This design comes from an exercise in tuning for small area, a short achievable clock period and few clock cycles on the open sky130 flow, not from production work. Power and IR drop assume default switching activity.

Design boo_encoder, start of the top module:
module boo_encoder (
  input  wire       clk,
  input  wire       rst,         
  input  wire       in_valid,
  output wire       in_ready,
  input  wire [7:0] in_data,
  input  wire       in_eof,
  input  wire       in_err,
  output wire       out_valid,
  input  wire       out_ready,
  output wire [7:0] out_data,
  input  wire       out_err,
  output wire [2:0] seq,
  output wire [1:0] err
);
Settings: LEC_CHECK=0, CAP_MARGIN=20, CORE_MARGIN=2, CORE_UTILIZATION=60, SETUP_SLACK_MARGIN=2.6, SLEW_MARGIN=20; clock period 5.0 ns.
standard.sh (not shown) runs the stock make flow with config.mk's settings and CLKGATE_MAP_FILE= SYNTH_SCRIPT=/design/flow/synth_recipe.tcl, a recipe that flattens the netlist after the stock synthesis.
==> flow/flow/run.sh <==
#!/bin/bash
# The standard layout, with plain buffers (not delay cells) on the ports and
# a clock tree of larger sink clusters without dummy balancing loads.
set -euo pipefail
bash standard.sh 'BUFFER_PORTS_ARGS=-buffer_cell sky130_fd_sc_hd__buf_2' \
  'CTS_ARGS=-sink_clustering_enable -repair_clock_nets -dont_use_dummy_load -sink_clustering_size 30 -sink_clustering_max_diameter 200' \
  finish > standard_flow.log 2>&1
The starting point produced a clean layout.
==> next run, changes <==
SETUP_SLACK_MARGIN = 2.8   (was 2.6)
=>
- total power came out higher by 5.2%
- setup slack gets better by 20 ps
- first-iteration DRC count came out higher by 51%
- clock skew came out lower by 17 ps
- combinational power came out higher by 30%
- routed wire length came out higher by 44%
- cell area came out higher by 16%
- worst hold slack gets worse by 8.1 ps
- clock power came out higher by about 5%
==> next run, changes <==
SETUP_SLACK_MARGIN = 2.7   (was 2.8)
After rerunning: Hold slack gets better by 14 ps; synthesized area is unchanged; clock power went down by about 4%; die area stays the same; clock skew went up by 12 ps; setup slack gets better by 50 ps; wire length went down by about 20%; total power went down by about 3.4%; synthesized cell count does not change.
No run of this note included a check of the RTL's function; only the layout flow was run.


== red ==
The RTL this note starts from:
==> flow/design.v <==
module boo_encoder (
  input  wire       clk,
  input  wire       rst,         
  input  wire       in_valid,
  output wire       in_ready,
  input  wire [7:0] in_data,
  input  wire       in_eof,
  input  wire       in_err,
  output wire       out_valid,
  input  wire       out_ready,
  output wire [7:0] out_data,
  input  wire       out_err,
  output wire [2:0] seq,
  output wire [1:0] err
);
  localparam [2:0] PH_HDR  = 3'b000,    
                   PH_HLF  = 3'b001,    
                   PH_DAT  = 3'b010,    
                   PH_TRL  = 3'b011,    
                   PH_DONE = 3'b110,
                   PH_ABR  = 3'b100,    
                   PH_ABW  = 3'b101;    
  localparam [7:0] CH_CR = 8'h0D, CH_LF = 8'h0A;
  reg  [2:0] ph;
  reg        p_lf, p_c3, p_z;   
  reg        ov;
  reg  [7:0] od;
  reg        g1, g2;            
  reg  [6:0] acc;               
  reg        n0, n1, n78;       
  reg  [5:0] col;               
  reg        w4, w2;            
  reg  [1:0] fill;              
  reg        hd_v, hd_e, hd_z;
  reg  [7:0] hd_b;
  reg        ir_v, ir_e, ir_z;
  reg  [7:0] ir_b;
  assign out_valid = ov;
  assign out_data  = od;
  assign seq = {ph[2] & ~ph[1], ph[2] & ph[1], ph[1]};
  assign err = {ph[2] & ~ph[1] & ph[0], ph[2] & ~ph[1] & ~ph[0]};
  assign in_ready = ~ir_v;
  wire slot     = ~ov | out_ready;
  wire out_fire = ov & out_ready;
  wire in_fire  = in_valid & in_ready;
  wire rd_fail  = in_fire & in_err;
  wire wr_fail  = out_fire & out_err;
  wire       src_v = hd_v;
  wire [7:0] sb    = hd_b;
  wire       kE    = hd_e;
  wire       kZ    = hd_z;                       
  wire       kN    = ~kE & ~kZ;
  wire hdr = (ph == PH_HDR);
  wire g0  = ~g1 & ~g2;
  wire pnd = p_lf | p_c3 | p_z;
  wire nb  = ~n0 & ~n1;                          
  wire f0  = (fill == 2'd0);
  wire b0  = ~hdr & g0;
  wire sil = kZ & b0 & (p_c3 | n0 | (nb & ~n78));
  wire s_lit  = ~hdr & ~g0;                                 
  wire s_run  = kZ & b0 & n1 & ~w2;                         
  wire s_cut  = kZ & b0 & n78;                              
  wire s_c0   = kN & b0 & n0 & ~w4;                         
  wire s_zl   = ~kZ & b0 & n1 & ~w4;                        
  wire s_tn   = ~kZ & b0 & nb;                              
  wire s_pad  = kE & b0 & n0 & ~f0 & ~w2;                   
  wire s_trl  = kE & b0 & n0 & f0;                          
  wire s_wrap = b0 & ((kZ & n1 & w2) | (kN & (n0 | n1) & w4) |
                      (kE & ((n1 & w4) | (n0 & ~f0 & w2))));
  wire s_hb   = hdr & ~kE;
  wire s_he   = hdr & kE;
  wire do_pend = pnd & slot;
  wire do_sil  = src_v & sil & (~p_c3 | slot);
  wire do_step = src_v & ~sil & ~pnd & slot;
  wire fin_step = (s_lit & ~kE) | s_run | s_cut | s_c0 | s_trl | s_hb | s_he;
  wire done     = do_sil | (do_step & fin_step);
  wire take     = ~hd_v | done;            
  wire [7:0] in_b = in_eof ? 8'h00 : in_data;
  wire       in_z = ~in_eof & (in_data == 8'h00);
  function [7:0] T(input [6:0] v);        
    T = {1'b0, v[6:4] + 3'd3, v[3:0]};
  endfunction
  wire [7:0] tv = ({8{p_c3}}               & T({1'b0, acc[5:0]})) |
                  ({8{~pnd & s_lit & g1}}  & T({1'b0, acc[1:0], sb[7:4]})) |
                  ({8{~pnd & s_lit & g2}}  & T({1'b0, acc[3:0], sb[7:6]})) |
                  ({8{~pnd & s_c0}}        & T({1'b0, sb[7:2]})) |
                  ({8{~pnd & s_tn}}        & T(acc)) |
                  ({8{~pnd & (s_run | s_cut | s_pad)}} & 8'h7E) |
                  ({8{p_z | (~pnd & s_zl)}} & 8'h30);
  wire       c_cr = ~pnd & (s_he | s_wrap | s_trl);
  wire [7:0] ch = p_lf         ? CH_LF :
                  c_cr         ? CH_CR :
                  (~pnd & s_hb) ? sb : tv;
  wire op_load = do_step & (s_lit | s_c0);
  wire op_inc  = (do_sil & ~p_c3) | (do_step & s_run);
  wire op_set1 = (do_sil & p_c3) | (do_step & s_cut);
  wire op_set0 = (do_pend & p_c3) | (do_step & (s_zl | s_tn));
  wire col_clr  = do_step & s_wrap;
  wire col_inc1 = do_step & (s_run | s_pad);
  wire col_inc2 = do_step & (s_c0 | s_zl);
  reg  [2:0] ph_n;
  always @* begin
    ph_n = ph;
    if (do_step & s_trl) ph_n = PH_TRL;
    if (do_step & s_he)  ph_n = PH_HLF;
    if (out_fire && !pnd) begin
      if (ph == PH_HLF && ph_n == PH_HLF) ph_n = PH_DAT;
      if (ph == PH_TRL) ph_n = PH_DONE;
    end
  end
  always @(posedge clk) begin
    if (rst) begin
      ph <= PH_HDR;
      ov <= 1'b0;
    end else if (wr_fail) begin
      ph <= PH_ABW;
      ov <= 1'b0;
    end else if (rd_fail) begin
      ph <= PH_ABR;
      ov <= 1'b0;
    end else if (ph[2]) begin
      ov <= 1'b0;                       
    end else begin
      ph <= ph_n;
      if (ph_n == PH_DONE) ov <= 1'b0;
      else if (slot) ov <= do_pend | do_step;
    end
  end
  always @(posedge clk) begin
    if (rst) begin
      p_lf   <= 1'b0;
      p_c3   <= 1'b0;
      p_z    <= 1'b0;
      g1     <= 1'b0;
      g2     <= 1'b0;
      acc    <= 7'd0;
      n0     <= 1'b1;
      n1     <= 1'b0;
      n78    <= 1'b0;
      col    <= 6'd0;
      w4     <= 1'b0;
      w2     <= 1'b0;
      fill   <= 2'd0;
      hd_v   <= 1'b0;
      ir_v   <= 1'b0;
    end else begin
      if (do_pend) begin
        p_lf <= 1'b0;
        p_c3 <= 1'b0;
        p_z  <= 1'b0;
      end
      if (do_step) begin
        if (s_lit & g2) p_c3 <= 1'b1;
        if (s_wrap | s_trl | s_he) p_lf <= 1'b1;
        if (s_pad) p_z <= 1'b1;
        if (s_lit) begin
          g1 <= g0;                     
          g2 <= g1;
        end
        if (s_c0 | s_zl) g1 <= 1'b1;
        if (s_lit & kE) fill <= g1 ? 2'd2 : (f0 ? 2'd1 : fill);
        if (s_pad) fill <= fill - 2'd1;
      end
      if (op_load) begin
        acc <= {1'b0, sb[5:0]};
      end else if (op_inc) begin
        acc <= acc + 7'd1;
        n0  <= 1'b0;
        n1  <= n0;
        n78 <= (acc == 7'd77);
      end else if (op_set1) begin
        acc <= 7'd1;
        n0  <= 1'b0;
        n1  <= 1'b1;
        n78 <= 1'b0;
      end else if (op_set0) begin
        acc <= 7'd0;
        n0  <= 1'b1;
        n1  <= 1'b0;
        n78 <= 1'b0;
      end
      if (col_clr) begin
        col <= 6'd0;
        w4  <= 1'b0;
        w2  <= 1'b0;
      end else if (col_inc1) begin
        col <= col + 6'd1;
        w4  <= (col >= 6'd34);
        w2  <= w4;
      end else if (col_inc2) begin
        col <= col + 6'd2;
        w4  <= (col >= 6'd33);
        w2  <= (col >= 6'd34);
      end
      if (take) hd_v <= ir_v | (in_fire & ~in_err);
      ir_v <= (ir_v & ~take) | (in_fire & ~in_err & ~(take & ~ir_v));
    end
  end
  always @(posedge clk) begin
    if (slot) od <= ch;
    if (take) begin
      hd_b <= ir_v ? ir_b : in_b;
      hd_e <= ir_v ? ir_e : in_eof;
      hd_z <= ir_v ? ir_z : in_z;
    end
    if (in_ready) begin
      ir_b <= in_b;
      ir_e <= in_eof;
      ir_z <= in_z;
    end
  end
endmodule
export LEC_CHECK = 0
export CAP_MARGIN = 20
export CORE_MARGIN = 2
export CORE_UTILIZATION = 40
export SETUP_SLACK_MARGIN = 3.2
export SLEW_MARGIN = 20
create_clock -name core_clock -period 5.0 [get_ports {clk}]
run.sh (not shown) runs the stock make flow with config.mk's settings and CLKGATE_MAP_FILE= SYNTH_SCRIPT=/design/flow/synth_recipe.tcl, a recipe that flattens the netlist after the stock synthesis.
Stock flow here: none of the scripts above is used.
red completed every stage of the flow, and the final layout passed the timing, DRC and antenna checks.
What blue does differently from red at the input level:
# red
export LEC_CHECK = 0
export CAP_MARGIN = 20
export CORE_MARGIN = 2
export CORE_UTILIZATION = 40
export SETUP_SLACK_MARGIN = 3.2
export SLEW_MARGIN = 20
create_clock -name core_clock -period 5.0 [get_ports {clk}]
# blue
export LEC_CHECK = 0
export CAP_MARGIN = 20
export CORE_MARGIN = 2
export CORE_UTILIZATION = 40
export SETUP_SLACK_MARGIN = 2.8
export SLEW_MARGIN = 20
create_clock -name core_clock -period 5.0 [get_ports {clk}]
Findings:
blue completed end to end with timing, DRC and antenna clean.
Any difference in post-route minimum period between blue and red is small enough to ignore.
blue against red: combinational power now smaller, design area now smaller, total length of routed wires now smaller, met1 routing resource usage after global routing now smaller.
Input changes introduced in green (baseline for comparison: blue):
# blue
export LEC_CHECK = 0
export CAP_MARGIN = 20
export CORE_MARGIN = 2
export CORE_UTILIZATION = 40
export SETUP_SLACK_MARGIN = 2.8
export SLEW_MARGIN = 20
create_clock -name core_clock -period 5.0 [get_ports {clk}]
# green
export LEC_CHECK = 0
export CAP_MARGIN = 20
export CORE_MARGIN = 2
export CORE_UTILIZATION = 40
export SETUP_SLACK_MARGIN = 2.5
export SLEW_MARGIN = 20
create_clock -name core_clock -period 5.0 [get_ports {clk}]
==> comparison <==
Looking at wire length reported by the detailed router across both flows, green is the stronger of the two, with blue trailing. Higher endpoint arrival time on the critical path goes to blue over green. Changes observed in green relative to blue: final non-filler cell area fell 5.5%, critical path depth fell 4, clock period minus final worst setup slack rose 0.23 ns, worst setup slack before clock tree synthesis rose 0.025 ns, total power fell about 7%.
No functional check of the RTL was part of any run of this note.

[what the ideal ports hide]
Ports are ideal in the flow. The routed layouts listed here were re-timed in OpenROAD.
Step 1 assumes that a clkbuf_16 drives the clock port and a buf_2 every other input.
Step 2 also shifts input and output timing later by t, the mid clock arrival at the registers, as if the neighbouring blocks saw the same clock.
Slacks: no drivers / after step 1 / after step 2; pairs: no drivers / after step 1.
run | shift t [ns] | setup slack, ns | worst setup path after step 2 | latest minus earliest clock arrival (ns)
the first run of note 1 | 0.335 | 2.584 / 2.584 / 2.331 | input to register | 0.033 / 0.033
the second run of note 1 | 0.338 | 2.605 / 2.605 / 2.316 | input to register | 0.015 / 0.016
the third run of note 1 | 0.329 | 2.655 / 2.655 / 2.339 | input to register | 0.028 / 0.027
red | 0.373 | 2.807 / 2.785 / 2.568 | input to register | 0.011 / 0.012
blue | 0.373 | 2.808 / 2.808 / 2.548 | input to register | 0.012 / 0.012
green | 0.372 | 2.575 / 2.545 / 2.278 | input to register | 0.014 / 0.014
After both steps every run listed still meets setup and hold. The setup slack of the third run of note 1, which loses most, moves by 0.000 ns with the drivers and by -0.316 ns with both steps.
